What follows belongs to an exercise in optimizing a design on an open flow for a short achievable clock period; a production flow would make more cautious choices.
No functional check of the RTL was part of any run shown here.
No run shown here takes its clock network from TritonCTS; it comes from the design's own scripts or RTL.
No driver is modelled on the clock port, so clock power and skew are understated where the tree is cut down; a real chip needs a root buffer or a tree.
Power is estimated from default activity; no workload was simulated.

===== flow/design.v =====
module ccsds_rx (
    input  wire        clk,
    input  wire        rst,             
    input  wire        in_valid,
    input  wire [7:0]  in_byte,
    input  wire        in_kind,         
    input  wire [8:0]  in_blen,         
    output reg         out_valid,
    output reg  [7:0]  out_byte,
    output reg         out_vc,          
    output reg         done,
    output reg  [1:0]  status,          
    output reg         frame_kind,
    output reg  [8:0]  frame_len,
    output reg  [7:0]  data_len,
    output reg  [15:0] ecf,
    output wire        bp_type,
    output wire [6:0]  bp_apid,
    output wire        bp_ecf_flag,
    output wire [3:0]  tf_tfvn,
    output wire [15:0] tf_scid,
    output wire        tf_sdid,
    output wire [5:0]  tf_vcid,
    output wire [3:0]  tf_mapid,
    output wire        tf_end_flag,
    output wire        tf_bypass,
    output wire        tf_command,
    output wire        tf_ocf,
    output wire [2:0]  tf_vc_length,
    output wire [2:0]  tf_constr_rule,
    output wire [4:0]  tf_protocol_id
);
    localparam [1:0] ST_OK = 2'd0, ST_LEN = 2'd1, ST_CRC = 2'd2;
    function [15:0] crc_step;
        input [15:0] reg_in;
        input [7:0]  b;
        integer k;
        reg [15:0] r;
        begin
            r = reg_in ^ {b, 8'h00};
            for (k = 0; k < 8; k = k + 1) begin
                if (r[15])
                    r = {r[14:0], 1'b0} ^ 16'h1021;
                else
                    r = {r[14:0], 1'b0};
            end
            crc_step = r;
        end
    endfunction
    function [3:0] dec4;                  
        input [3:0] x;
        integer k;
        begin
            dec4 = 4'd0;
            for (k = 0; k < 16; k = k + 1)
                if (x == k) dec4 = k - 1;
        end
    endfunction
    function [3:0] inc4;                  
        input [3:0] x;
        integer k;
        begin
            inc4 = 4'd0;
            for (k = 0; k < 16; k = k + 1)
                if (x == k) inc4 = k + 1;
        end
    endfunction
    function [4:0] dec5;                  
        input [4:0] x;
        input [1:0] d;
        integer k;
        begin
            dec5 = 5'd0;
            for (k = 0; k < 128; k = k + 1)
                if ({d, x} == k) dec5 = (k % 32) - (k / 32);
        end
    endfunction
    function [3:0] subc4;                 
        input [3:0] x;
        input integer c;
        integer k;
        begin
            subc4 = 4'd0;
            for (k = 0; k < 16; k = k + 1)
                if (x == k) subc4 = k - c;
        end
    endfunction
    function [4:0] inc5;                  
        input [4:0] x;
        integer k;
        begin
            inc5 = 5'd0;
            for (k = 0; k < 32; k = k + 1)
                if (x == k) inc5 = k + 1;
        end
    endfunction
    function lt5;                         
        input [4:0] a, b;
        integer i;
        reg e;
        begin
            lt5 = 1'b0;
            e = 1'b1;
            for (i = 4; i >= 0; i = i - 1) begin
                lt5 = lt5 | (e & ~a[i] & b[i]);
                e = e & ((a[i] & b[i]) | (~a[i] & ~b[i]));
            end
        end
    endfunction
    function lt10v;
        input [4:0] x;
        input [2:0] v;
        integer k;
        begin
            lt10v = 1'b0;
            for (k = 0; k < 256; k = k + 1)
                if ({v, x} == k) lt10v = (k % 32) < 10 + (k / 32);
        end
    endfunction
    function [5:0] sub10v;
        input [3:0] x;
        input [2:0] v;
        integer k, r;
        begin
            sub10v = 6'd0;
            for (k = 0; k < 128; k = k + 1)
                if ({v, x} == k) begin
                    r = (k % 16) - 10 - (k / 16) + 32;
                    sub10v = ((2 - r / 16) * 16) + (r % 16);
                end
        end
    endfunction
    reg rst_r;
    always @(posedge clk) rst_r <= rst;
    reg        s_v;
    reg [7:0]  s_b;
    reg        s_k;
    reg [8:0]  s_n;
    reg        s_m1a, s_mcf, s_mfc, s_m1d;
    reg        s_tf_last0;      
    reg        s_tf_lastn0;     
    reg        s_bp_short;      
    reg        s_bp_lastn1;     
    reg [4:0]  s_tf_hi, s_tf_him1, s_tf_him2;
    reg        s_tf_hz, s_tf_hz1;
    reg [4:0]  s_bp_hi, s_bp_him1, s_bp_him2;
    reg        s_bp_hz, s_bp_hz1;
    always @(posedge clk) begin
        s_v         <= in_valid & ~rst;
        s_b         <= in_byte;
        s_k         <= in_kind;
        s_n         <= in_blen;
        s_m1a       <= (in_byte == 8'h1A);
        s_mcf       <= (in_byte == 8'hCF);
        s_mfc       <= (in_byte == 8'hFC);
        s_m1d       <= (in_byte == 8'h1D);
        s_tf_last0  <= (in_blen == 9'd1);
        s_tf_lastn0 <= (in_blen == 9'd2);
        s_bp_short  <= (in_byte[6:2] == 5'd0) & (in_byte[7] | ~(in_byte[1] & in_byte[0]));
        s_bp_lastn1 <= (in_byte[6:0] == 7'd3) & ~in_byte[7];
        s_tf_hi     <= in_blen[8:4];
        s_tf_him1   <= dec5(in_blen[8:4], 2'd1);
        s_tf_him2   <= dec5(in_blen[8:4], 2'd2);
        s_tf_hz     <= (in_blen[8:4] == 5'd0);
        s_tf_hz1    <= (in_blen[8:4] == 5'd1);
        s_bp_hi     <= {2'b00, in_byte[6:4]};
        s_bp_him1   <= dec5({2'b00, in_byte[6:4]}, 2'd1);
        s_bp_him2   <= dec5({2'b00, in_byte[6:4]}, 2'd2);
        s_bp_hz     <= (in_byte[6:4] == 3'd0);
        s_bp_hz1    <= (in_byte[6:4] == 3'd1);
    end
    reg        in_frame;
    reg [1:0]  hunt;            
    reg        first;           
    reg        bp1;             
    reg        lastn;           
    reg        kind;
    reg [4:0]  c_hi, c_him1, c_him2;    
    reg        c_hz, c_hz1;             
    reg [3:0]  c_lo;
    reg [3:0]  ix_lo;           
    reg [4:0]  ix_hi, ix_hip1, ix_hip2;
    reg [8:0]  pos;             
    wire fb     = s_v & in_frame;
    wire hb     = s_v & ~in_frame;
    wire lastc  = first ? (s_k & s_tf_last0) : (bp1 ? s_bp_short : lastn);
    wire marker = (hunt == 2'd3) & s_m1d;
    reg [1:0] hunt_next;
    always @(*) begin
        if (hunt == 2'd1 && s_mcf)      hunt_next = 2'd2;
        else if (hunt == 2'd2 && s_mfc) hunt_next = 2'd3;
        else if (s_m1a)                 hunt_next = 2'd1;
        else                            hunt_next = 2'd0;
    end
    wire c_lo0  = (c_lo == 4'd0);
    wire ix_lo15 = (ix_lo == 4'd15);
    wire c_step = fb & ~first & ~bp1;           
    wire c_load = fb & (first | bp1);
    wire c_wrap = c_step & c_lo0;
    always @(posedge clk) begin
        in_frame <= ~rst_r & ((fb & ~lastc) | (hb & marker) | (~s_v & in_frame));
        hunt     <= {2{~rst_r}} & (({$bits(hunt){(hb)}} & (marker ? 2'd0 : hunt_next)) | ({$bits(hunt){~(hb)}} & (hunt)));
        first    <= (({$bits(first){(s_v)}} & (~in_frame)) | ({$bits(first){~(s_v)}} & (first)));
        bp1      <= (({$bits(bp1){(s_v)}} & (in_frame & first & ~s_k)) | ({$bits(bp1){~(s_v)}} & (bp1)));
        pos      <= (({$bits(pos){(s_v)}} & (in_frame ? {pos[7:0], 1'b0} : 9'd1)) | ({$bits(pos){~(s_v)}} & (pos)));
        ix_lo    <= (({$bits(ix_lo){(s_v)}} & (in_frame ? inc4(ix_lo) : 4'd0)) | ({$bits(ix_lo){~(s_v)}} & (ix_lo)));
        ix_hi    <= (({$bits(ix_hi){(hb | (fb & ix_lo15))}} & (in_frame ? ix_hip1 : 5'd0)) | ({$bits(ix_hi){~(hb | (fb & ix_lo15))}} & (ix_hi)));
        ix_hip1  <= (({$bits(ix_hip1){(hb | (fb & ix_lo15))}} & (in_frame ? ix_hip2 : 5'd1)) | ({$bits(ix_hip1){~(hb | (fb & ix_lo15))}} & (ix_hip1)));
        ix_hip2  <= (({$bits(ix_hip2){(hb | (fb & ix_lo15))}} & (in_frame ? inc5(ix_hip2) : 5'd2)) | ({$bits(ix_hip2){~(hb | (fb & ix_lo15))}} & (ix_hip2)));
        kind     <= (({$bits(kind){(fb & first)}} & (s_k)) | ({$bits(kind){~(fb & first)}} & (kind)));
        lastn    <= 
(({$bits(lastn){(fb)}} & (first ? (s_k & s_tf_lastn0)                                    : (bp1 ? s_bp_lastn1                                           : (c_hz & (kind ? (c_lo == 4'd3) : (c_lo == 4'd4)))))) | ({$bits(lastn){~(fb)}} & (lastn)));
        c_lo     <= (({$bits(c_lo){(fb)}} & (first ? s_n[3:0] : (bp1 ? s_b[3:0] : dec4(c_lo)))) | ({$bits(c_lo){~(fb)}} & (c_lo)));
        c_hi     <= (({$bits(c_hi){(c_load | c_wrap)}} & (first ? s_tf_hi   : (bp1 ? s_bp_hi   : c_him1))) | ({$bits(c_hi){~(c_load | c_wrap)}} & (c_hi)));
        c_him1   <= (({$bits(c_him1){(c_load | c_wrap)}} & (first ? s_tf_him1 : (bp1 ? s_bp_him1 : c_him2))) | ({$bits(c_him1){~(c_load | c_wrap)}} & (c_him1)));
        c_him2   <= (({$bits(c_him2){(c_load | c_wrap)}} & (first ? s_tf_him2 : (bp1 ? s_bp_him2 : dec5(c_him2, 2'd1)))) | ({$bits(c_him2){~(c_load | c_wrap)}} & (c_him2)));
        c_hz     <= (({$bits(c_hz){(c_load | c_wrap)}} & (first ? s_tf_hz   : (bp1 ? s_bp_hz   : c_hz1))) | ({$bits(c_hz){~(c_load | c_wrap)}} & (c_hz)));
        c_hz1    <= (({$bits(c_hz1){(c_load | c_wrap)}} & (first ? s_tf_hz1  : (bp1 ? s_bp_hz1  : (c_him2 == 5'd0)))) | ({$bits(c_hz1){~(c_load | c_wrap)}} & (c_hz1)));
    end
    reg        t0_v, t0_fr, t0_last, t0_kind;
    reg [7:0]  t0_hsel;         
    reg [3:0]  t0_ixlo;
    reg [4:0]  t0_ixhi;
    reg [8:0]  t0_n;
    reg [7:0]  t0_b;
    always @(posedge clk) begin
        t0_v    <= s_v & ~rst_r;
        t0_fr   <= fb;
        t0_last <= lastc;
        t0_kind <= first ? s_k : kind;
        t0_hsel <= {8{fb}} & pos[7:0];
        t0_ixlo <= ix_lo;
        t0_ixhi <= ix_hi;
        t0_n    <= s_n;
        t0_b    <= s_b;
    end
    reg [7:0]  hdr0, hdr1, hdr2, hdr3, hdr4, hdr5, hdr6;
    reg [8:0]  fn;              
    reg        fkind;
    always @(posedge clk) begin
        hdr0  <= (({$bits(hdr0){(t0_hsel[0])}} & (t0_b)) | ({$bits(hdr0){~(t0_hsel[0])}} & (hdr0)));
        fn    <= (({$bits(fn){(t0_hsel[0])}} & (t0_n)) | ({$bits(fn){~(t0_hsel[0])}} & (fn)));
        fkind <= (({$bits(fkind){(t0_hsel[0])}} & (t0_kind)) | ({$bits(fkind){~(t0_hsel[0])}} & (fkind)));
        hdr1  <= (({$bits(hdr1){(t0_hsel[1])}} & (t0_b)) | ({$bits(hdr1){~(t0_hsel[1])}} & (hdr1)));
        hdr2  <= (({$bits(hdr2){(t0_hsel[2])}} & (t0_b)) | ({$bits(hdr2){~(t0_hsel[2])}} & (hdr2)));
        hdr3  <= (({$bits(hdr3){(t0_hsel[3])}} & (t0_b)) | ({$bits(hdr3){~(t0_hsel[3])}} & (hdr3)));
        hdr4  <= (({$bits(hdr4){(t0_hsel[4])}} & (t0_b)) | ({$bits(hdr4){~(t0_hsel[4])}} & (hdr4)));
        hdr5  <= (({$bits(hdr5){(t0_hsel[5])}} & (t0_b)) | ({$bits(hdr5){~(t0_hsel[5])}} & (hdr5)));
        hdr6  <= (({$bits(hdr6){(t0_hsel[6])}} & (t0_b)) | ({$bits(hdr6){~(t0_hsel[6])}} & (hdr6)));
    end
    reg        t1_v, t1_fr, t1_last, t1_kind;
    reg        t1_r0, t1_r1;    
    reg        t1_lt2, t1_lt5, t1_eq4, t1_lt8, t1_ge7;
    reg        t1_small;        
    reg [3:0]  t1_ixlo;
    reg [4:0]  t1_ixhi;
    reg [7:0]  t1_b;
    wire       ixz = (t0_ixhi == 5'd0);
    always @(posedge clk) begin
        t1_v     <= t0_v & ~rst_r;
        t1_fr    <= t0_fr;
        t1_last  <= t0_last;
        t1_kind  <= t0_kind;
        t1_r0    <= c_hz & (t0_kind ? (c_lo == 4'd1) : (c_lo == 4'd2));
        t1_r1    <= c_hz & (t0_kind ? (c_lo == 4'd2) : (c_lo == 4'd3));
        t1_small <= ixz;
        t1_lt2   <= ixz & ~t0_ixlo[3] & ~t0_ixlo[2] & ~t0_ixlo[1];
        t1_lt5   <= ixz & ~t0_ixlo[3] & (~t0_ixlo[2] | (~t0_ixlo[1] & ~t0_ixlo[0]));
        t1_eq4   <= ixz & (t0_ixlo == 4'd4);
        t1_lt8   <= ixz & ~t0_ixlo[3];
        t1_ge7   <= ~ixz | t0_ixlo[3] | (t0_ixlo[2] & t0_ixlo[1] & t0_ixlo[0]);
        t1_ixlo  <= t0_ixlo;
        t1_ixhi  <= t0_ixhi;
        t1_b     <= t0_b;
    end
    wire        bp_e   = hdr1[7];
    wire [6:0]  bp_l   = hdr1[6:0];
    wire        ef     = hdr3[0];
    wire [2:0]  vl     = hdr6[2:0];
    wire [15:0] tl     = {hdr4, hdr5};
    reg        d_bpe, d_ef, d_kind;
    reg [8:0]  d_flen;
    reg [3:0]  d_vend;          
    reg        a_bperr, a_n4, a_n7, a_n256, a_tlbig, a_tlsmall;
    reg        a_gthi, a_eqhi;              
    reg [3:0]  a_tlo, a_nlo;
    reg [4:0]  a_lmhi;
    reg [3:0]  a_lm2lo, a_lm1lo;
    reg        a_lm2b, a_lm1b;
    reg [3:0]  a_dbp_lo, a_dtr_lo, a_dnt_lo;
    reg [2:0]  a_dbp_hi;
    reg [3:0]  a_dtr_hi, a_dnt_hi;
    reg        a_dbp_b, a_dtr_b;
    reg [1:0]  a_dnt_b;
    wire [3:0] bp_ovh = bp_e ? 4'd4 : 4'd2;
    always @(posedge clk) begin
        d_bpe     <= bp_e;
        d_ef      <= ef;
        d_kind    <= fkind;
        d_vend    <= subc4({1'b0, vl}, -7);
        d_flen    <= !fkind ? {2'b00, bp_l} : (ef ? fn : tl[8:0]);
        a_bperr   <= (bp_l[6:2] == 5'd0) & (bp_e | ~bp_l[1]);
        a_n4      <= (fn[8:2] == 7'd0);
        a_n7      <= (fn[8:3] == 6'd0) & ~(fn[2] & fn[1] & fn[0]);
        a_n256    <= fn[8] & (fn[7:0] != 8'd0);
        a_tlbig   <= (tl[15:9] != 7'd0) | (tl[8] & (tl[7:0] != 8'd0));
        a_tlsmall <= (tl[15:5] == 11'd0) & lt10v(tl[4:0], vl);
        a_gthi    <= lt5(fn[8:4], tl[8:4]);
        a_eqhi    <= (tl[8:4] == fn[8:4]);
        a_tlo     <= tl[3:0];
        a_nlo     <= fn[3:0];
        a_lmhi    <= tl[8:4];
        a_lm2lo   <= subc4(tl[3:0], 2);
        a_lm2b    <= (tl[3:1] == 3'd0);
        a_lm1lo   <= dec4(tl[3:0]);
        a_lm1b    <= (tl[3:0] == 4'd0);
        a_dbp_lo  <= bp_e ? subc4(bp_l[3:0], 4) : subc4(bp_l[3:0], 2);
        a_dbp_b   <= bp_e ? (bp_l[3:2] == 2'd0) : (bp_l[3:1] == 3'd0);
        a_dbp_hi  <= bp_l[6:4];
        a_dtr_lo  <= subc4(fn[3:0], 7);
        a_dtr_b   <= ~fn[3] & ~(fn[2] & fn[1] & fn[0]);
        a_dtr_hi  <= fn[7:4];
        {a_dnt_b, a_dnt_lo} <= sub10v(tl[3:0], vl);
        a_dnt_hi  <= tl[7:4];
    end
    reg        e_lenerr0;       
    reg        e_tlgtn;         
    reg [8:0]  e_lm2, e_lm1;    
    reg [7:0]  e_dl_nt, e_dl_bp, e_dl_tr;
    reg        e_kind, e_ef;
    wire [4:0] dbp_hi = dec5({2'b00, a_dbp_hi}, {1'b0, a_dbp_b});
    wire [4:0] dtr_hi = dec5({1'b0, a_dtr_hi}, {1'b0, a_dtr_b});
    wire [4:0] dnt_hi = dec5({1'b0, a_dnt_hi}, a_dnt_b);
    always @(posedge clk) begin
        if (!d_kind)
            e_lenerr0 <= a_bperr;
        else if (d_ef)
            e_lenerr0 <= a_n4 | a_n7 | a_n256;
        else
            e_lenerr0 <= a_n4 | a_n7 | a_tlbig | a_tlsmall;
        e_tlgtn <= a_gthi | (a_eqhi & lt5({1'b0, a_nlo}, {1'b0, a_tlo}));
        e_lm2   <= {dec5(a_lmhi, {1'b0, a_lm2b}), a_lm2lo};
        e_lm1   <= {dec5(a_lmhi, {1'b0, a_lm1b}), a_lm1lo};
        e_dl_bp <= {1'b0, dbp_hi[2:0], a_dbp_lo};
        e_dl_tr <= {dtr_hi[3:0], a_dtr_lo};
        e_dl_nt <= {dnt_hi[3:0], a_dnt_lo};
        e_kind  <= d_kind;
        e_ef    <= d_ef;
    end
    reg        d_lenerr;
    reg [7:0]  d_dlen;
    always @(posedge clk) begin
        d_lenerr <= e_lenerr0 | (e_kind & ~e_ef & e_tlgtn);
        d_dlen   <= !e_kind ? e_dl_bp : (e_ef ? e_dl_tr : e_dl_nt);
    end
    reg        t2_v, t2_fr, t2_last, t2_kind;
    reg        t2_r0, t2_r1, t2_lt2, t2_lt5, t2_eq4, t2_lt8, t2_ge7, t2_small;
    reg [3:0]  t2_ixlo;
    reg [4:0]  t2_ixhi;
    reg [7:0]  t2_b;
    always @(posedge clk) begin
        t2_v     <= t1_v & ~rst_r;
        t2_fr    <= t1_fr;
        t2_last  <= t1_last;
        t2_kind  <= t1_kind;
        t2_r0    <= t1_r0;
        t2_r1    <= t1_r1;
        t2_lt2   <= t1_lt2;
        t2_lt5   <= t1_lt5;
        t2_eq4   <= t1_eq4;
        t2_lt8   <= t1_lt8;
        t2_ge7   <= t1_ge7;
        t2_small <= t1_small;
        t2_ixlo  <= t1_ixlo;
        t2_ixhi  <= t1_ixhi;
        t2_b     <= t1_b;
    end
    reg        t3_v, t3_fr, t3_last, t3_kind;
    reg        t3_r0, t3_r1, t3_lt2, t3_lt5, t3_eq4, t3_lt8, t3_ge7;
    reg        t3_m2hi_eq, t3_m2hi_lt, t3_m2lo_eq, t3_m2lo_lt;
    reg        t3_m1hi_eq, t3_m1lo_eq;
    reg        t3_vlt, t3_veq;    
    reg [7:0]  t3_b;
    always @(posedge clk) begin
        t3_v       <= t2_v & ~rst_r;
        t3_fr      <= t2_fr;
        t3_last    <= t2_last;
        t3_kind    <= t2_kind;
        t3_r0      <= t2_r0;
        t3_r1      <= t2_r1;
        t3_lt2     <= t2_lt2;
        t3_lt5     <= t2_lt5;
        t3_eq4     <= t2_eq4;
        t3_lt8     <= t2_lt8;
        t3_ge7     <= t2_ge7;
        t3_m2hi_eq <= (t2_ixhi == e_lm2[8:4]);
        t3_m2hi_lt <= lt5(t2_ixhi, e_lm2[8:4]);
        t3_m2lo_eq <= (t2_ixlo == e_lm2[3:0]);
        t3_m2lo_lt <= lt5({1'b0, t2_ixlo}, {1'b0, e_lm2[3:0]});
        t3_m1hi_eq <= (t2_ixhi == e_lm1[8:4]);
        t3_m1lo_eq <= (t2_ixlo == e_lm1[3:0]);
        t3_vlt     <= t2_small & lt5({1'b0, t2_ixlo}, {1'b0, d_vend});
        t3_veq     <= t2_small & (t2_ixlo == d_vend);
        t3_b       <= t2_b;
    end
    wire m2_lt = t3_m2hi_lt | (t3_m2hi_eq & t3_m2lo_lt);     
    wire m2_eq = t3_m2hi_eq & t3_m2lo_eq;                    
    wire m1_eq = t3_m1hi_eq & t3_m1lo_eq;                    
    wire r_ge2 = ~t3_r0 & ~t3_r1;
    reg  c_range, c_data, c_vc, c_thi, c_tlo, c_df;
    always @(*) begin
        c_range = 1'b0; c_data = 1'b0; c_vc = 1'b0;
        c_thi = 1'b0; c_tlo = 1'b0; c_df = 1'b0;
        if (!t3_kind) begin
            c_range = t3_lt2 | r_ge2;
            c_data  = ~t3_lt2 & (~d_bpe | r_ge2);
            c_thi   = ~t3_lt2 & d_bpe & t3_r1;
            c_tlo   = ~t3_lt2 & d_bpe & t3_r0;
        end else if (d_ef) begin
            c_range = r_ge2;
            c_data  = ~t3_lt5 & r_ge2;
            c_tlo   = t3_r1;
            c_thi   = t3_r0;
            c_df    = t3_eq4;
        end else begin
            c_range = t3_lt8 | m2_lt;
            c_vc    = t3_ge7 & t3_vlt;
            c_df    = t3_veq;
            c_data  = ~t3_vlt & ~t3_veq & m2_lt;
            c_thi   = m2_eq;
            c_tlo   = m1_eq;
        end
    end
    wire       t3_f = t3_v & t3_fr;
    reg        t4_upd, t4_hold, t4_f, t4_last, t4_kind, t4_pay, t4_vc;
    reg        t4_thi, t4_tlo, t4_df;
    reg [7:0]  t4_b;
    reg [15:0] t4_u;
    always @(posedge clk) begin
        t4_upd  <= t3_f & c_range & ~rst_r;
        t4_hold <= ~t3_v | rst_r | (t3_fr & ~c_range);
        t4_f    <= t3_f & ~rst_r;
        t4_last <= t3_last;
        t4_kind <= t3_kind;
        t4_pay  <= t3_f & ~rst_r & (c_data | c_vc) & ~d_lenerr;
        t4_vc   <= c_vc;
        t4_thi  <= c_thi;
        t4_tlo  <= c_tlo;
        t4_df   <= c_df;
        t4_b    <= t3_b;
        t4_u    <= crc_step(16'h0000, t3_b);
    end
    reg [15:0] crc;
    reg [7:0]  thi, tlo, hdf;
    reg        eqhi, eqlo;
    always @(posedge clk) begin
        out_valid <= t4_pay & ~rst & ~rst_r;
        out_byte  <= t4_b;
        out_vc    <= t4_vc;
        crc <= ({16{t4_upd}} & (crc_step(crc, 8'h00) ^ t4_u)) |
               ({16{t4_hold}} & crc);
        thi  <= (({$bits(thi){(t4_f & t4_thi)}} & (t4_b)) | ({$bits(thi){~(t4_f & t4_thi)}} & (thi)));
        eqhi <= (({$bits(eqhi){(t4_f & t4_thi)}} & ((t4_b == crc[15:8]))) | ({$bits(eqhi){~(t4_f & t4_thi)}} & (eqhi)));
        tlo  <= (({$bits(tlo){(t4_f & t4_tlo)}} & (t4_b)) | ({$bits(tlo){~(t4_f & t4_tlo)}} & (tlo)));
        eqlo <= (({$bits(eqlo){(t4_f & t4_tlo)}} & (t4_b == crc[7:0])) | ({$bits(eqlo){~(t4_f & t4_tlo)}} & (eqlo)));
        hdf  <= (({$bits(hdf){(t4_f & t4_df)}} & (t4_b)) | ({$bits(hdf){~(t4_f & t4_df)}} & (hdf)));
    end
    reg        t5_end, t5_kind, t5_lenerr;
    always @(posedge clk) begin
        t5_end    <= t4_f & t4_last & ~rst_r;
        t5_kind   <= t4_kind;
        t5_lenerr <= d_lenerr;
    end
    reg [7:0] o_h0, o_h1, o_h2, o_h3, o_h6, o_df;
    always @(posedge clk) begin
        done <= t5_end & ~rst & ~rst_r;
        if (t5_lenerr)
            status <= ST_LEN;
        else if ((t5_kind | d_bpe) && !(eqhi && eqlo))
            status <= ST_CRC;
        else
            status <= ST_OK;
        frame_kind <= t5_kind;
        frame_len  <= d_flen;
        data_len   <= d_dlen;
        ecf        <= {thi, tlo};
        o_h0 <= hdr0;
        o_h1 <= hdr1;
        o_h2 <= hdr2;
        o_h3 <= hdr3;
        o_h6 <= hdr6;
        o_df <= hdf;
    end
    assign bp_type        = o_h0[7];
    assign bp_apid        = o_h0[6:0];
    assign bp_ecf_flag    = o_h1[7];
    assign tf_tfvn        = o_h0[7:4];
    assign tf_scid        = {o_h0[3:0], o_h1, o_h2[7:4]};
    assign tf_sdid        = o_h2[3];
    assign tf_vcid        = {o_h2[2:0], o_h3[7:5]};
    assign tf_mapid       = o_h3[4:1];
    assign tf_end_flag    = o_h3[0];
    assign tf_bypass      = o_h6[7];
    assign tf_command     = o_h6[6];
    assign tf_ocf         = o_h6[3];
    assign tf_vc_length   = o_h6[2:0];
    assign tf_constr_rule = o_df[7:5];
    assign tf_protocol_id = o_df[4:0];
endmodule

===== flow/flow/run.sh =====
#!/bin/bash
# The standard layout (standard.sh), with one change: the clock tree is built
# by flow/clocktree.tcl (a two-level buffer tree, run as ORFS's pre-CTS hook)
# in place of clock_tree_synthesis. All of make's output goes to flow_make.log;
# each ORFS step keeps its own log under orfs/logs.
set -euo pipefail
export PRE_CTS_TCL="$PWD/flow/clocktree.tcl"
export CT_ROOTS=4 CT_LEAVES=32
bash standard.sh finish > flow_make.log 2>&1

===== flow/flow/clocktree.tcl =====
# Pre-CTS hook: a two-level clock tree built by hand. The clock port drives
# a few root buffers, each root a few leaf buffers, each leaf a compact
# group of flip-flops (recursive bisection of the flip-flop positions).
# Every flip-flop is two buffers from the port, so the clock arrives at all
# of them at about the same time. clock_tree_synthesis then has nothing to do.

set ::ct_roots  [expr {[info exists ::env(CT_ROOTS)]  ? $::env(CT_ROOTS)  : 2}]
set ::ct_leaves [expr {[info exists ::env(CT_LEAVES)] ? $::env(CT_LEAVES) : 16}]
set ::ct_master [expr {[info exists ::env(CT_BUF)] ? $::env(CT_BUF) : "sky130_fd_sc_hd__clkbuf_16"}]

set ::ct_block [ord::get_db_block]
set ::ct_db    [ord::get_db]
set ::ct_clk   [$::ct_block findNet clk]
set ::ct_buf   [$::ct_db findMaster $::ct_master]

proc ct_center {it} {
    set inst [$it getInst]
    set bb [$inst getBBox]
    return [list [expr {([$bb xMin] + [$bb xMax]) / 2}] [expr {([$bb yMin] + [$bb yMax]) / 2}]]
}

# split a list of {x y item} into 2^levels groups of equal size
proc ct_bisect {pts levels} {
    if {$levels == 0 || [llength $pts] < 2} { return [list $pts] }
    set xs [lmap p $pts {lindex $p 0}]
    set ys [lmap p $pts {lindex $p 1}]
    set dx [expr {[tcl::mathfunc::max {*}$xs] - [tcl::mathfunc::min {*}$xs]}]
    set dy [expr {[tcl::mathfunc::max {*}$ys] - [tcl::mathfunc::min {*}$ys]}]
    set k [expr {$dx >= $dy ? 0 : 1}]
    set s [lsort -integer -index $k $pts]
    set h [expr {[llength $s] / 2}]
    return [concat [ct_bisect [lrange $s 0 [expr {$h - 1}]] [expr {$levels - 1}]] \
                   [ct_bisect [lrange $s $h end] [expr {$levels - 1}]]]
}

proc ct_centroid {pts} {
    set sx 0; set sy 0
    foreach p $pts { set sx [expr {$sx + [lindex $p 0]}]; set sy [expr {$sy + [lindex $p 1]}] }
    set n [llength $pts]
    return [list [expr {$sx / $n}] [expr {$sy / $n}]]
}

proc ct_make_buf {name x y} {
    
    set inst [odb::dbInst_create $::ct_block $::ct_buf $name]
    set w [$::ct_buf getWidth]
    set h [$::ct_buf getHeight]
    $inst setLocation [expr {$x - $w / 2}] [expr {$y - $h / 2}]
    $inst setPlacementStatus PLACED
    return $inst
}

proc ct_make_net {name} {
    
    set net [odb::dbNet_create $::ct_block $name]
    $net setSigType CLOCK
    return $net
}

set sinks {}
foreach it [$::ct_clk getITerms] {
    lappend sinks [concat [ct_center $it] [list $it]]
}
puts "clocktree: [llength $sinks] sinks, $::ct_roots roots, $::ct_leaves leaves"

set per_root [expr {$::ct_leaves / $::ct_roots}]
set root_levels [expr {int(round(log($::ct_roots) / log(2)))}]
set leaf_levels [expr {int(round(log($per_root) / log(2)))}]
set ri 0
set li 0
foreach rgroup [ct_bisect $sinks $root_levels] {
    set lgroups [ct_bisect $rgroup $leaf_levels]
    set lcent {}
    foreach g $lgroups { lappend lcent [ct_centroid $g] }
    set rc [ct_centroid $lcent]
    set rnet [ct_make_net "clknet_root_$ri"]
    set rinst [ct_make_buf "clkbuf_root_$ri" {*}$rc]
    [$rinst findITerm A] connect $::ct_clk
    [$rinst findITerm X] connect $rnet
    foreach g $lgroups c $lcent {
        set lnet [ct_make_net "clknet_leaf_$li"]
        set linst [ct_make_buf "clkbuf_leaf_$li" {*}$c]
        [$linst findITerm A] connect $rnet
        [$linst findITerm X] connect $lnet
        foreach p $g {
            set it [lindex $p 2]
            $it disconnect
            $it connect $lnet
        }
        incr li
    }
    incr ri
}
global_connect
set_propagated_clock [all_clocks]

# the tree is built: clock_tree_synthesis has nothing left to do
proc clock_tree_synthesis {args} {
    puts "clocktree: clock_tree_synthesis skipped, tree built by hand"
}

===== flow/standard.sh =====
#!/bin/bash
# synth_recipe.tcl (not shown) runs the flow's synth.tcl, then flattens the netlist and writes it again
# the make line also repeats each setting of config.mk as NAME=value (left out here)
make -C /OpenROAD-flow-scripts/flow DESIGN_CONFIG=/design/flow/config.mk WORK_HOME=/design/flow/orfs CLKGATE_MAP_FILE= SYNTH_SCRIPT=/design/flow/synth_recipe.tcl "${@:-finish}"

===== flow/config.mk =====
export PLATFORM = sky130hd
export DESIGN_NAME = ccsds_rx
export DESIGN_NICKNAME = ccsds_rx
export VERILOG_FILES = /design/flow/design.v
export SDC_FILE = /design/flow/constraint.sdc
export NUM_CORES = 4
export LEC_CHECK = 0
export ABC_CLOCK_PERIOD_IN_PS = 1400
export CAP_MARGIN = 20
export CORE_MARGIN = 2
export CORE_UTILIZATION = 60
export SETUP_SLACK_MARGIN = 2.7
export SLEW_MARGIN = 20
export TNS_END_PERCENT = 100

===== flow/constraint.sdc =====
create_clock -name core_clock -period 4.0 [get_ports {clk}]
set_input_delay 0.8000 -clock core_clock [delete_from_list [all_inputs] [get_ports {clk}]]
set_output_delay 0.8000 -clock core_clock [all_outputs]
set_load 0.01 [all_outputs]

==> run notes, run 1 <==
status timing/DRC/antenna clean; Max IR drop VDD about 0.00047 V; fraction of the cycle the final worst path needs just under 50%; crit-path most repeated cell buf_4; Crit. End Element flip-flop; pwr dens roughly 440 nW/um2; net switching power between 1500 and 2000 uW; footprint of the multi-input gates about 4600 um2; wire per inst approximately 18 um; RSZ-0062 raised after global routing yes; Vias approximately 10000; Die Span X roughly 170 um; Synth top cells by count dfxtp_1 (423), edfxtp_1 (130), nand2_1 (87); GPL Wtd Cong 0.852; Final Cell Area ~21000 um2; Total Nets Final about 1500; Clock Pin Slew Worst Setup and Hold Paths 0.08 ns; Final setup viols 0; switch share 18.8%; Worst EP required around 4.2 ns; first-pass GRT wire length between 50000 and 60000 um; ranking of synthesized cells by area dfxtp_1 (50%), edfxtp_1 (23%), xnor2_1 (3.4%), xor2_1 (2.5%), nand2_1 (1.9%); Die H between 150 and 200 um; type of the most critical hold path flip-flop to flip-flop; WP data arrival approximately 2.2 ns; most used standard cell by instance count after synthesis dfxtp_1; area fraction of the dominant cell type after synthesis 50.1%; Port Buffers approximately 120; Final Hold Fails 0; Slew headroom around 50%; Internal Power 7470 uW; critical path's largest stage delay between 0.4 and 0.5 ns; startpoint types flip-flop; die area a little under 30000 um2; final hold slack about 0.32 ns; Pwr Total 9200 uW; storage element area 12500 um2; vias in the first global route 9288; gr usage total about 22%; initial antenna violation count 2; sequential area share after synthesis 73.3%; sequential cell fraction of total power between 60% and 70%; layout cell share with drive strength beyond 1 between 20% and 30%; Post-DP HPWL about 22000 um; Ys Warns 1; drt drc 0; asr flop ratio synth 0%; Syn Nets ~1300; routed wire length roughly 34000 um; clock share of power 34.7%; I/O pin count ~120; WS Path Type flip-flop to flip-flop; post-DR vias/cell 5.25; max_cap viols 0; Lkg Pwr approximately 0.0081 uW; Final min period ~2.0 ns; Mapped Area 16900 um2; P&R area growth vs syn 22.6%; FMAX 506 MHz; CP max FO 5; top_reg_cell synth dfxtp_1; Synth Instances 1284; largest net degree at the start of global routing 29; drt pass-1 iters 4; Max Clock Skew ~0.014 ns; syn_area_per_cell ~13 um2; cell row count 61; GRT Residual Overflow 0; Post-DP Area around 18000 um2; Synth Register Bits between 500 and 600; Synth area leader dfxtp_1; clk latency of the worst-skew pair between 0.3 and 0.4 ns; Initial Util between 60% and 70%; setup TNS 0 ns; remaining antenna violation count 0; EDFF count, synth 130; DRT iter0 DRCs between 600 and 700; Gate power share under 10%; Placeable Area approximately 28000 um2; Netlist cell types around 70; fin. max-slew vios 0; critical path cell sequence buf_4 > buf_4 > nand2_1 > o22ai_1 > a31o_2 > a211oi_2 > a31oi_1 > a311o_1; post-cts hold buffer count 0; slew at the pin closest to its max-slew limit 0.744 ns; fin util about three quarters; Fillers 1875; CP max stage cell edfxtp_1; antenna cells 0
==> logic make-up after synthesis <==
group	count (synthesis)	share of synthesized area (%)
flops	553	73.3
xor+xnor	114	5.96
fa+ha+maj	12	0.800
buf+inv	93	2.66
simple gates	321	9.57
mux	27	1.64
compound gates	164	6.12
==> worst max-delay path, delay by kind of cell (launching register included) <==
family,cells,cell delay (ns)
AOI/OAI and AO/OA,5,0.96
and+or+nand+nor,1,0.06
buffers and inverters,2,0.36
DFF,1,0.48
==> final timing paths <==
check        slack, ns  cells after the start                endpoint            start
max               2.02                      8  a_dnt_lo[1]$_SDFF_PP1_        flip-flop
min               0.32                      0         t3_b[2]$_DFF_P_  t2_b[2]$_DFF_P_
max reg2reg       2.02                      8  a_dnt_lo[1]$_SDFF_PP1_        flip-flop
min reg2reg       0.32                      0         t3_b[2]$_DFF_P_  t2_b[2]$_DFF_P_
==> power by group through the flow <==
stage	registers (uW)	logic, uW	clock network, uW
3_3_place_gp	5990	125	0
2_1_floorplan	5950	81.8	0
5_1_grt	5870	164	3450
4_1_cts	5860	136	3250
3_5_place_dp	5990	127	0
6_report	5860	150	3190
==> what timing repair did <==
action,CTS,global route
cloned,0,1
endpoints found under the setup margin,220,196
gates resized for setup,587,133
pin swaps,37,41
setup buffers,78,35
==> cell type report <==
| type | count | area share (%) |
|---|---|---|
| plain buffers | 36 | 4.35 |
| inverters | 33 | 0.658 |
| multi-input cells | 638 | 22.1 |
| flip-flops and latches | 553 | 60.2 |
| well taps | 378 | 2.28 |
| repair buffers | 242 | 10.4 |
==> layer usage <==
metal	vias to the layer above	part of all wire (%)	global-route usage, %
met5	-	0.020	0
met4	2	3.4	6.47
met3	77	6.0	2.88
met2	277	46	36.2
met1	4701	44	32.0
li1	4804	-	-
==> per-stage QoR <==
stage               setup WS, ns  instances
floorplan                   2.24       1284
global placement            1.46       1730
detailed placement          1.46       1730
CTS                         2.12       1844
global route                1.95       1880
finish                      2.02       1880
==> layout by cell type (no fill, tap or decap), types with 8 or more instances in the layout <==
cell type / n
nand4_1: 13
nor3_1: 15
a21oi_2: 8
buf_4: 88
inv_1: 30
buf_12: 9
o21ai_0: 36
xnor2_1: 62
buf_2: 49
nand2_1: 78
nor4_1: 9
nor2_1: 62
mux2i_1: 20
o21ai_1: 16
and3_1: 10
nor2b_1: 19
edfxtp_1: 130
dfxtp_1: 358
a21oi_1: 35
clkbuf_16: 36
nand2_2: 8
and2_1: 16
buf_6: 79
nand2b_1: 11
xor2_1: 47
dfxtp_2: 61
nand3_1: 15
==> run 2, diff against run 1 <==
--- a/flow/design.v
+++ b/flow/design.v
@@ -70,7 +70,8 @@
         input [1:0] d;
-        integer k;
+        reg [4:0] m1, m2;
         begin
-            dec5 = 5'd0;
-            for (k = 0; k < 128; k = k + 1)
-                if ({d, x} == k) dec5 = (k % 32) - (k / 32);
+            m1 = x ^ {~x[3] & ~x[2] & ~x[1] & ~x[0], ~x[2] & ~x[1] & ~x[0],
+                      ~x[1] & ~x[0], ~x[0], 1'b1};
+            m2 = {x[4:1] ^ {~x[3] & ~x[2] & ~x[1], ~x[2] & ~x[1], ~x[1], 1'b1}, x[0]};
+            dec5 = d[1] ? m2 : (d[0] ? m1 : x);
         end
@@ -89,7 +90,5 @@
         input [4:0] x;
-        integer k;
         begin
-            inc5 = 5'd0;
-            for (k = 0; k < 32; k = k + 1)
-                if (x == k) inc5 = k + 1;
+            inc5 = x ^ {x[3] & x[2] & x[1] & x[0], x[2] & x[1] & x[0],
+                        x[1] & x[0], x[0], 1'b1};
         end
@@ -114,18 +113,5 @@
         begin
-            lt10v = 1'b0;
-            for (k = 0; k < 256; k = k + 1)
-                if ({v, x} == k) lt10v = (k % 32) < 10 + (k / 32);
-        end
-    endfunction
-    function [5:0] sub10v;
-        input [3:0] x;
-        input [2:0] v;
-        integer k, r;
-        begin
-            sub10v = 6'd0;
-            for (k = 0; k < 128; k = k + 1)
-                if ({v, x} == k) begin
-                    r = (k % 16) - 10 - (k / 16) + 32;
-                    sub10v = ((2 - r / 16) * 16) + (r % 16);
-                end
+            lt10v = (x[4:3] == 2'b00) | (x[4:1] == 4'b0100);
+            for (k = 10; k <= 16; k = k + 1)
+                lt10v = lt10v | ((x == k) & (v > k - 10));
         end
@@ -219,3 +205,3 @@
     end
-    reg        t0_v, t0_fr, t0_last, t0_kind;
+    reg        t0_v, t0_fr, t0_last, t0_kind, t0_first;
     reg [7:0]  t0_hsel;         
@@ -229,2 +215,3 @@
         t0_last <= lastc;
+        t0_first <= first;
         t0_kind <= first ? s_k : kind;
@@ -250,3 +237,3 @@
     end
-    reg        t1_v, t1_fr, t1_last, t1_kind;
+    reg        t1_v, t1_fr, t1_last, t1_kind, t1_first;
     reg        t1_r0, t1_r1;    
@@ -262,2 +249,3 @@
         t1_last  <= t0_last;
+        t1_first <= t0_first;
         t1_kind  <= t0_kind;
@@ -289,8 +277,2 @@
     reg        a_lm2b, a_lm1b;
-    reg [3:0]  a_dbp_lo, a_dtr_lo, a_dnt_lo;
-    reg [2:0]  a_dbp_hi;
-    reg [3:0]  a_dtr_hi, a_dnt_hi;
-    reg        a_dbp_b, a_dtr_b;
-    reg [1:0]  a_dnt_b;
-    wire [3:0] bp_ovh = bp_e ? 4'd4 : 4'd2;
     always @(posedge clk) begin
@@ -316,10 +298,2 @@
         a_lm1b    <= (tl[3:0] == 4'd0);
-        a_dbp_lo  <= bp_e ? subc4(bp_l[3:0], 4) : subc4(bp_l[3:0], 2);
-        a_dbp_b   <= bp_e ? (bp_l[3:2] == 2'd0) : (bp_l[3:1] == 3'd0);
-        a_dbp_hi  <= bp_l[6:4];
-        a_dtr_lo  <= subc4(fn[3:0], 7);
-        a_dtr_b   <= ~fn[3] & ~(fn[2] & fn[1] & fn[0]);
-        a_dtr_hi  <= fn[7:4];
-        {a_dnt_b, a_dnt_lo} <= sub10v(tl[3:0], vl);
-        a_dnt_hi  <= tl[7:4];
     end
@@ -328,7 +302,3 @@
     reg [8:0]  e_lm2, e_lm1;    
-    reg [7:0]  e_dl_nt, e_dl_bp, e_dl_tr;
     reg        e_kind, e_ef;
-    wire [4:0] dbp_hi = dec5({2'b00, a_dbp_hi}, {1'b0, a_dbp_b});
-    wire [4:0] dtr_hi = dec5({1'b0, a_dtr_hi}, {1'b0, a_dtr_b});
-    wire [4:0] dnt_hi = dec5({1'b0, a_dnt_hi}, a_dnt_b);
     always @(posedge clk) begin
@@ -343,5 +313,2 @@
         e_lm1   <= {dec5(a_lmhi, {1'b0, a_lm1b}), a_lm1lo};
-        e_dl_bp <= {1'b0, dbp_hi[2:0], a_dbp_lo};
-        e_dl_tr <= {dtr_hi[3:0], a_dtr_lo};
-        e_dl_nt <= {dnt_hi[3:0], a_dnt_lo};
         e_kind  <= d_kind;
@@ -350,8 +317,5 @@
     reg        d_lenerr;
-    reg [7:0]  d_dlen;
-    always @(posedge clk) begin
+    always @(posedge clk)
         d_lenerr <= e_lenerr0 | (e_kind & ~e_ef & e_tlgtn);
-        d_dlen   <= !e_kind ? e_dl_bp : (e_ef ? e_dl_tr : e_dl_nt);
-    end
-    reg        t2_v, t2_fr, t2_last, t2_kind;
+    reg        t2_v, t2_fr, t2_last, t2_kind, t2_first;
     reg        t2_r0, t2_r1, t2_lt2, t2_lt5, t2_eq4, t2_lt8, t2_ge7, t2_small;
@@ -364,2 +328,3 @@
         t2_last  <= t1_last;
+        t2_first <= t1_first;
         t2_kind  <= t1_kind;
@@ -377,3 +342,3 @@
     end
-    reg        t3_v, t3_fr, t3_last, t3_kind;
+    reg        t3_v, t3_fr, t3_last, t3_kind, t3_first;
     reg        t3_r0, t3_r1, t3_lt2, t3_lt5, t3_eq4, t3_lt8, t3_ge7;
@@ -387,2 +352,3 @@
         t3_last    <= t2_last;
+        t3_first   <= t2_first;
         t3_kind    <= t2_kind;
@@ -467,2 +433,7 @@
     end
+    reg [3:0]  dc_lo, dc_hi;
+    always @(posedge clk) begin
+        dc_lo <= (t3_f & t3_first) ? 4'd0 : (({$bits(dc_lo){(t3_f & c_data)}} & (inc4(dc_lo))) | ({$bits(dc_lo){~(t3_f & c_data)}} & (dc_lo)));
+        dc_hi <= (t3_f & t3_first) ? 4'd0 : (({$bits(dc_hi){(t3_f & c_data & (dc_lo == 4'd15))}} & (inc4(dc_hi))) | ({$bits(dc_hi){~(t3_f & c_data & (dc_lo == 4'd15))}} & (dc_hi)));
+    end
     reg        t5_end, t5_kind, t5_lenerr;
@@ -484,3 +455,3 @@
         frame_len  <= d_flen;
-        data_len   <= d_dlen;
+        data_len   <= {dc_hi, dc_lo};
         ecf        <= {thi, tlo};
==> flow/flow/run.sh (replaced) <==
#!/bin/bash
# The standard layout (standard.sh), with one change: the clock tree is built
# by flow/clocktree.tcl (run as ORFS's pre-CTS hook) in place of
# clock_tree_synthesis: the clock port drives 4 root inverters, each drives
# 8 leaf inverters, each a compact group of flip-flops, so every flip-flop
# sees the clock through two inversions. All of make's output goes to
# flow_make.log; each ORFS step keeps its own log under orfs/logs.
set -euo pipefail
export PRE_CTS_TCL="$PWD/flow/clocktree.tcl"
export CT_ROOTS=4 CT_LEAVES=32
export CT_ROOT_CELL=sky130_fd_sc_hd__clkinv_16 CT_LEAF_CELL=sky130_fd_sc_hd__clkinv_8
bash standard.sh finish > flow_make.log 2>&1
--- a/flow/flow/clocktree.tcl
+++ b/flow/flow/clocktree.tcl
@@ -3,3 +3,4 @@
 # group of flip-flops (recursive bisection of the flip-flop positions).
-# Every flip-flop is two buffers from the port, so the clock arrives at all
+# Every flip-flop is two cells from the port (two buffers, or two inverters
+# with CT_ROOT_CELL / CT_LEAF_CELL), so the clock arrives at all
 # of them at about the same time. clock_tree_synthesis then has nothing to do.
@@ -8,3 +9,4 @@
 set ::ct_leaves [expr {[info exists ::env(CT_LEAVES)] ? $::env(CT_LEAVES) : 16}]
-set ::ct_master [expr {[info exists ::env(CT_BUF)] ? $::env(CT_BUF) : "sky130_fd_sc_hd__clkbuf_16"}]
+set ::ct_rmaster [expr {[info exists ::env(CT_ROOT_CELL)] ? $::env(CT_ROOT_CELL) : "sky130_fd_sc_hd__clkbuf_16"}]
+set ::ct_lmaster [expr {[info exists ::env(CT_LEAF_CELL)] ? $::env(CT_LEAF_CELL) : "sky130_fd_sc_hd__clkbuf_16"}]
 
@@ -13,3 +15,4 @@
 set ::ct_clk   [$::ct_block findNet clk]
-set ::ct_buf   [$::ct_db findMaster $::ct_master]
+set ::ct_rbuf  [$::ct_db findMaster $::ct_rmaster]
+set ::ct_lbuf  [$::ct_db findMaster $::ct_lmaster]
 
@@ -42,7 +45,6 @@
 
-proc ct_make_buf {name x y} {
-    
-    set inst [odb::dbInst_create $::ct_block $::ct_buf $name]
-    set w [$::ct_buf getWidth]
-    set h [$::ct_buf getHeight]
+proc ct_make_buf {master name x y} {
+    set inst [odb::dbInst_create $::ct_block $master $name]
+    set w [$master getWidth]
+    set h [$master getHeight]
     $inst setLocation [expr {$x - $w / 2}] [expr {$y - $h / 2}]
@@ -50,2 +52,9 @@
     return $inst
+}
+
+proc ct_out {inst} {
+    foreach it [$inst getITerms] {
+        if {[$it isOutputSignal]} { return $it }
+    }
+    error "clocktree: no output on [$inst getName]"
 }
@@ -76,10 +85,10 @@
     set rnet [ct_make_net "clknet_root_$ri"]
-    set rinst [ct_make_buf "clkbuf_root_$ri" {*}$rc]
+    set rinst [ct_make_buf $::ct_rbuf "clkbuf_root_$ri" {*}$rc]
     [$rinst findITerm A] connect $::ct_clk
-    [$rinst findITerm X] connect $rnet
+    [ct_out $rinst] connect $rnet
     foreach g $lgroups c $lcent {
         set lnet [ct_make_net "clknet_leaf_$li"]
-        set linst [ct_make_buf "clkbuf_leaf_$li" {*}$c]
+        set linst [ct_make_buf $::ct_lbuf "clkbuf_leaf_$li" {*}$c]
         [$linst findITerm A] connect $rnet
-        [$linst findITerm X] connect $lnet
+        [ct_out $linst] connect $lnet
         foreach p $g {
@@ -96,3 +105,7 @@
 
-# the tree is built: clock_tree_synthesis has nothing left to do
+# the tree is built: clock_tree_synthesis has nothing left to do, and an
+# inverter pair in the tree must stay as it is
+proc repair_clock_inverters {args} {
+    puts "clocktree: repair_clock_inverters skipped"
+}
 proc clock_tree_synthesis {args} {
--- a/flow/config.mk
+++ b/flow/config.mk
@@ -7,3 +7,3 @@
 export LEC_CHECK = 0
-export ABC_CLOCK_PERIOD_IN_PS = 1400
+export ABC_CLOCK_PERIOD_IN_PS = 1300
 export CAP_MARGIN = 20
@@ -11,3 +11,3 @@
 export CORE_UTILIZATION = 60
-export SETUP_SLACK_MARGIN = 2.7
+export SETUP_SLACK_MARGIN = 2.8
 export SLEW_MARGIN = 20
==> run 2 against run 1 <==
Compared with the run above:
- wire length down 21%
- sequential cell count fell by 41
- clock power down about 30%
- sequential power shrank 6.3%
- still clean
- register-to-register slack better by 0.40 ns
- die area is 10% lower
- utilization is 0.28 points lower
- area after synthesis down 10%
- via count shrank 17%
- largest cell class unchanged
==> run notes, run 2 <==
remaining antenna violation count 0 (unchanged); top_reg_cell synth dfxtp_1 (unchanged); Vias 8207 (was 9861); drt pass-1 iters 5 (was 4); routed wire length 27200 um (was 34300 um); Max IR drop VDD 0.000358 V (was 0.000472 V); clk latency of the worst-skew pair 0.22 ns (was 0.35 ns); P&R area growth vs syn 22.7% (was 22.6%); Post-DP HPWL 17100 um (was 21700 um); I/O pin count 123 (unchanged); Total Nets Final 1320 (was 1530); CP max FO 2 (was 5); first-pass GRT wire length 42100 um (was 51000 um); ranking of synthesized cells by area dfxtp_1 (51%), edfxtp_1 (26%), xnor2_1 (2.9%), xor2_1 (2.3%), nand2_1 (1.8%) (was dfxtp_1 (50%), edfxtp_1 (23%), xnor2_1 (3.4%), xor2_1 (2.5%), nand2_1 (1.9%)); Synth top cells by count dfxtp_1 (382), edfxtp_1 (130), nand2_1 (71) (was dfxtp_1 (423), edfxtp_1 (130), nand2_1 (87)); Clock Pin Slew Worst Setup and Hold Paths 0.07 ns (was 0.08 ns); wire per inst 16.8 um (was 18.3 um); type of the most critical hold path flip-flop to flip-flop (unchanged); worst setup margin 2.32 ns (was 2.02 ns); R2R Setup Slk 2.42 ns (was 2.02 ns); Crit. End Element flip-flop (unchanged); Final min period 1.68 ns (was 1.98 ns); startpoint types input port (was flip-flop); fraction of the cycle the final worst path needs 42.0% (was 49.5%); Final Hold Fails 0 (unchanged); Pwr Total 7980 uW (was 9200 uW); WP data arrival 1.82 ns (was 2.22 ns); most used standard cell by instance count after synthesis dfxtp_1 (unchanged); Port Buffers 122 (unchanged); syn_area_per_cell 13.9 um2 (was 13.2 um2); area fraction of the dominant cell type after synthesis 50.6% (was 50.1%); EDFF count, synth 130 (unchanged); Placeable Area 25000 um2 (was 27800 um2); Synth area leader dfxtp_1 (unchanged); Slew headroom 52.1% (was 50.0%); WHS Path Cells 0 (unchanged); Netlist cell types 58 (was 68); Lkg Pwr 0.00724 uW (was 0.00814 uW); cell row count 58 (was 61); DRT iter0 DRCs 440 (was 653); most common cell after layout, fill and taps aside dfxtp_1 (unchanged); Syn Nets 1118 (was 1310); worst reg2reg path startpoint o_h3[0]$_DFF_P_; die area 26500 um2 (was 29500 um2); max_cap viols 0 (unchanged); fin. max-slew vios 0 (unchanged); RSZ-0062 raised after global routing yes (unchanged); Mapped Area 15100 um2 (was 16900 um2); Synth Register Bits 512 (was 553); dpl ws 1.57 ns (was 1.46 ns); status timing/DRC/antenna clean (unchanged); Synth Instances 1087 (was 1284); asr flop ratio synth 0% (unchanged); Worst EP required 4.14 ns (was 4.24 ns); sequential area share after synthesis 76.4% (was 73.3%); Die H 163 um (was 172 um); FMAX 595 MHz (was 506 MHz); WS Path Type input port to flip-flop (was flip-flop to flip-flop); Worst Hold End t2_b[5]$_DFF_P_ (was t3_b[2]$_DFF_P_); pwr dens 430 nW/um2 (was 444 nW/um2); gr usage total 20.1% (was 22.4%); Die Span X 163 um (was 172 um); Final setup viols 0 (unchanged); GRT Residual Overflow 0 (unchanged); reg2reg path depth 5 (was 8); initial antenna violation count 0 (was 2); hold_sp t1_b[5]$_DFF_P_ (was t2_b[2]$_DFF_P_); drt drc 0 (unchanged); most frequent cells in the layout dfxtp_1 (319), edfxtp_1 (130), buf_6 (76), nand2_1 (66), buf_2 (53) (was dfxtp_1 (358), edfxtp_1 (130), buf_4 (88), buf_6 (79), nand2_1 (78)); GPL Wtd Cong 0.779 (was 0.852); Initial Util 60.5% (was 60.8%); Max Clock Skew 0.00944 ns (was 0.0142 ns); vias in the first global route 8097 (was 9288); layout cell share with drive strength beyond 1 30.9% (was 29.1%); setup TNS 0 ns (unchanged); antenna cells 0 (unchanged); largest net degree at the start of global routing 30 (was 29); slew at the pin closest to its max-slew limit 0.717 ns (was 0.744 ns); post-DR vias/cell 5.08 (was 5.25); Ys Warns 1 (unchanged); post-cts hold buffer count 0 (unchanged)
run 2: worst max-delay path by stage:
stage,depth (start not counted),from,slack (ns),to
4_1_cts,5,in_blen[5],2.33,s_tf_lastn0$_DFF_P_
6_report,5,in_blen[5],2.32,s_tf_lastn0$_DFF_P_
3_5_place_dp,5,in_blen[5],1.57,s_tf_lastn0$_DFF_P_
3_3_place_gp,5,in_blen[5],1.65,s_tf_lastn0$_DFF_P_
2_1_floorplan,4,in_blen[5],2.27,s_tf_last0$_DFF_P_
5_1_grt,5,in_blen[5],2.32,s_tf_lastn0$_DFF_P_
run 2: logic make-up after synthesis:
logic type / Yosys count / synth area share [%]
compound gates: 102 / 4.10
mux: 25 / 1.70
xor+xnor: 90 / 5.22
buf+inv: 75 / 2.14
flops: 512 / 76.4
fa+ha+maj: 13 / 1.03
simple gates: 270 / 9.40
run 2: cell type report:
type	count	area, um2
Fill cell	1610	6420
Inverter	77	820
Timing Repair Buffer	196	1730
Multi-Input combinational cell	502	3920
Sequential cell	512	11700
Tap cell	330	413
run 2: routing by layer:
metal | vias up | track usage, % | share of wire [%]
li1 | 4084 | - | -
met1 | 3885 | 26.9 | 43
met2 | 182 | 35.3 | 50
met3 | 56 | 1.83 | 3.5
met4 | 0 | 5.39 | 2.8
met5 | - | 0 | 0
run 2: what timing repair did:
item / in CTS / in global routing
pin swaps: 46 / 33
gates resized for setup: 622 / 95
gates cloned: 2 / 1
setup buffers: 58 / 14
setup endpoints to repair: 263 / 209
run 2: critical path, stage by stage:
cell and delay, ns:
buf_8 0.09, or4_4 0.57, nor2_4 0.11, nand2_2 0.08, nor3b_2 0.17
run 2: stage by stage:
stage                     utilization, %  cells  area (um2)  hold WS (ns)
final                               74.3   1617       18500         0.318
after global routing                74.3   1617       18500         0.329
after CTS                           72.5   1602       18100         0.325
after detailed placement            67.2   1506       16800         0.312
after global placement              67.2   1506       16800         0.310
after floorplan                        -   1087       15400         0.310
run 2: report_power, final:
group | internal (uW) | leakage, uW | switching [uW]
clock network | 393 | 0.000266 | 1830
logic | 150 | 0.00260 | 119
registers | 5390 | 0.00437 | 95.6
==> run 3, diff against run 2 <==
==> flow/flow/run.sh (replaced) <==
#!/bin/bash
# The standard layout (standard.sh), with one change: the clock tree is built
# by flow/clocktree.tcl (run as ORFS's pre-CTS hook) in place of
# clock_tree_synthesis: the clock port drives 4 root buffers, each drives 8
# leaf buffers, each a compact group of flip-flops. All of make's output goes
# to flow_make.log; each ORFS step keeps its own log under orfs/logs.
set -euo pipefail
export PRE_CTS_TCL="$PWD/flow/clocktree.tcl"
export CT_ROOTS=4 CT_LEAVES=32
bash standard.sh finish > flow_make.log 2>&1
==> run 3 against run 2 <==
Compared with the run above:
- first-iteration DRC count up 10%
- maximum frequency is 2.0% higher
- power increased by 11%
- largest cell class unchanged
- critical endpoint is now tf_end_flag
- clock power increased by 38%
- setup slack improved by 0.033 ns
- utilization increased by 0.65 points
- combinational power about the same
- critical path type is now flip-flop to output pin
- register-to-register slack got worse by 0.04 ns
- sequential power is essentially flat
- sequential cell count unchanged
- via count is 0.56% lower
- highest routed layer unchanged
- wire length fell by 0.64%
==> run notes, run 3 <==
Netlist cell types 58 (unchanged); fraction of the cycle the final worst path needs 41.2% (was 42.0%); most common cell after layout, fill and taps aside dfxtp_1 (unchanged); Buf/Inv on CP 1 (unchanged); crit-path leading delay family flip-flops (was simple AND/OR/NAND/NOR gates); largest net degree at the start of global routing 30 (unchanged); post-DR vias/cell 5.06 (was 5.08); Synth Instances 1087 (unchanged); critical path's largest stage delay 0.39 ns (was 0.57 ns); Placeable Area 25000 um2 (unchanged); remaining antenna violation count 0 (unchanged); Synth area leader dfxtp_1 (unchanged); Post-DP HPWL 17100 um (unchanged); DRT iter0 DRCs 486 (was 440); sequential area share after synthesis 76.4% (unchanged); most frequent cells in the layout dfxtp_1 (318), edfxtp_1 (130), buf_6 (75), nand2_1 (65), dfxtp_2 (55) (was dfxtp_1 (319), edfxtp_1 (130), buf_6 (76), nand2_1 (66), buf_2 (53)); wire per inst 16.7 um (was 16.8 um); drt pass-1 iters 4 (was 5); CP max FO 4 (was 2); setup TNS 0 ns (unchanged); RSZ-0062 raised after global routing yes (unchanged); pwr dens 472 nW/um2 (was 430 nW/um2); slew at the pin closest to its max-slew limit 0.704 ns (was 0.717 ns); I/O pin count 123 (unchanged); type of the most critical hold path flip-flop to flip-flop (unchanged); FMAX 607 MHz (was 595 MHz); Crit. End Element output pin (was flip-flop); Max Clock Skew 0.00708 ns (was 0.00944 ns); die area 26500 um2 (unchanged); top_reg_cell synth dfxtp_1 (unchanged); max_cap viols 0 (unchanged); GRT Residual Overflow 0 (unchanged); Syn Nets 1118 (unchanged); gr usage total 19.8% (was 20.1%); Final min period 1.65 ns (was 1.68 ns); Worst EP required 3.20 ns (was 4.14 ns); routed wire length 27000 um (was 27200 um); WP data arrival 0.85 ns (was 1.82 ns); fin util 74.9% (was 74.3%); Clock Pin Slew Worst Setup and Hold Paths 0.07 ns (about the same); EDFF count, synth 130 (unchanged); GPL Wtd Cong 0.779 (unchanged); ranking of synthesized cells by area dfxtp_1 (51%), edfxtp_1 (26%), xnor2_1 (2.9%), xor2_1 (2.3%), nand2_1 (1.8%) (unchanged); Fillers 1570 (was 1610); status timing/DRC/antenna clean (unchanged); startpoint types flip-flop (was input port); Die Span X 163 um (unchanged); Final Hold Fails 0 (unchanged); Total Nets Final 1316 (was 1320); CP max stage cell dfxtp_4 (was or4_4); Synth top cells by count dfxtp_1 (382), edfxtp_1 (130), nand2_1 (71) (unchanged); drt drc 0 (unchanged); layout cell share with drive strength beyond 1 29.9% (was 30.9%); syn_area_per_cell 13.9 um2 (unchanged); Ys Warns 1 (unchanged); Lkg Pwr 0.00736 uW (was 0.00724 uW); Port Buffers 122 (unchanged); critical path cell sequence buf_6 (was buf_8 > or4_4 > nor2_4 > nand2_2 > nor3b_2); clk latency of the worst-skew pair 0.34 ns (was 0.22 ns); initial antenna violation count 0 (unchanged); WP depth 1 (was 5); footprint of the multi-input gates 3840 um2 (was 3920 um2); Slew headroom 53.0% (was 52.1%); WS Path Type flip-flop to output pin (was input port to flip-flop); asr flop ratio synth 0% (unchanged); Vias 8161 (was 8207); most used standard cell by instance count after synthesis dfxtp_1 (unchanged); cell row count 58 (unchanged); first-pass GRT wire length 41900 um (was 42100 um); Die H 163 um (unchanged); reg2reg path depth 7 (was 5); area fraction of the dominant cell type after synthesis 50.6% (unchanged); Synth Register Bits 512 (unchanged); WHS Path Cells 0 (unchanged); antenna cells 0 (unchanged); fin. max-slew vios 0 (unchanged); Final setup viols 0 (unchanged); Mapped Area 15100 um2 (unchanged); Initial Util 60.5% (unchanged); vias in the first global route 8107 (was 8097); P&R area growth vs syn 23.7% (was 22.7%); Max IR drop VDD 0.000388 V (was 0.000358 V); storage element area 11700 um2 (about the same)
-- run 3: changes by cell type in the layout (fill, tap and decap cells not counted), sizes merged, moves of 2 or more --
cell | before | now
buf | 188 | 180
clkbuf | 0 | 37
clkdlybuf4s15 | 0 | 3
clkdlybuf4s50 | 3 | 7
clkinv | 37 | 1
dlymetal6s2s | 3 | 1
-- run 3: path summary, 6_finish.rpt --
check / slack [ns] / startpoint / end
hold / removal: 0.32 / t1_b[5]$_DFF_P_ / t2_b[5]$_DFF_P_
hold reg to reg: 0.32 / t1_b[5]$_DFF_P_ / t2_b[5]$_DFF_P_
setup reg to reg: 2.38 / o_h3[0]$_DFF_P_ / flip-flop
setup / recovery: 2.35 / o_h3[0]$_DFF_P_ / tf_end_flag
-- run 3: cell families after synthesis --
group	count (synthesis)	synth area share [%]
xor gates and xnor gates	90	5.22
AOI/OAI and AO/OA	102	4.10
buffers and inverters	75	2.14
and+or+nand+nor	270	9.40
muxes	25	1.70
adders and majority gates	13	1.03
DFF	512	76.4
-- run 3: what timing repair did --
| action | 4_1_cts | 5_1_grt |
|---|---|---|
| pin swaps | 46 | 31 |
| hold buffers | 0 | 0 |
| setup endpoints to repair | 256 | 211 |
| resized for setup | 596 | 92 |
| buffers inserted | 57 | 13 |
| gates cloned | 1 | 0 |
-- run 3: layout make-up --
type                            instances  area share [%]
Buffer                                 36            4.82
Inverter                               41           0.923
Multi-Input combinational cell        501            20.5
Sequential cell                       512            62.3
Tap cell                              330            2.21
Timing Repair Buffer                  193            9.22
-- run 3: per-stage QoR --
| step | cell area [um2] | power (uW) | setup WS [ns] | std cells | hold slack (ns) |
|---|---|---|---|---|---|
| 2_1_floorplan | 15400 | 5740 | 2.27 | 1087 | 0.310 |
| 3_3_place_gp | 16800 | 5820 | 1.65 | 1506 | 0.310 |
| 3_5_place_dp | 16800 | 5830 | 1.57 | 1506 | 0.312 |
| 4_1_cts | 18300 | 8890 | 2.36 | 1600 | 0.325 |
| 5_1_grt | 18700 | 9130 | 2.33 | 1613 | 0.326 |
| 6_report | 18700 | 8830 | 2.35 | 1613 | 0.323 |
-- run 3: routing by layer --
metal | vias to the layer above | GRT usage (%) | wire length (um)
li1 | 4062 | - | -
met1 | 3885 | 26.9 | 12000
met2 | 181 | 34.9 | 13400
met3 | 33 | 2.34 | 1160
met4 | 0 | 3.78 | 429
met5 | - | 0 | 0
-- run 3: power by group --
part	switching, uW	leakage, uW	total (uW)	internal [uW]
sequential	94.7	0.00436	5490	5400
clock	1480	0.000444	3070	1590
combinational	117	0.00255	267	150
total	1690	0.00736	8830	7140

afterwards: timing with drivers on the ports:
No port has a modelled driver above. Below, the same layouts with a new extraction and two added sets of constraints.
Step 1: set_driving_cell puts a clkbuf_16 on clk and a buf_2 on each other input, an assumption about the parent block.
Step 2 adds t to the input delays and takes it off the output delays; t is the mean of the earliest and latest rising clock arrival at the registers after step 1. Input paths then give back, and output paths get back, about the clock's delay inside the block.
a / b / c = no drivers / after step 1 / after step 2; a / b = the first two.
| run | shift t [ns] | setup slack, ns | hold slack, ns |
|---|---|---|---|
| run 1 | 0.449 | 2.022 / 2.022 / 2.022 | 0.319 / 0.319 / 0.319 |
| run 2 | 0.451 | 2.320 / 2.206 / 2.065 | 0.318 / 0.319 / 0.319 |
| run 3 | 0.441 | 2.353 / 2.251 / 2.059 | 0.323 / 0.323 / 0.323 |
After both steps setup and hold are still met in every run listed. The setup slack of run 3, which loses most, moves by -0.102 ns with the drivers and by -0.294 ns with both steps.
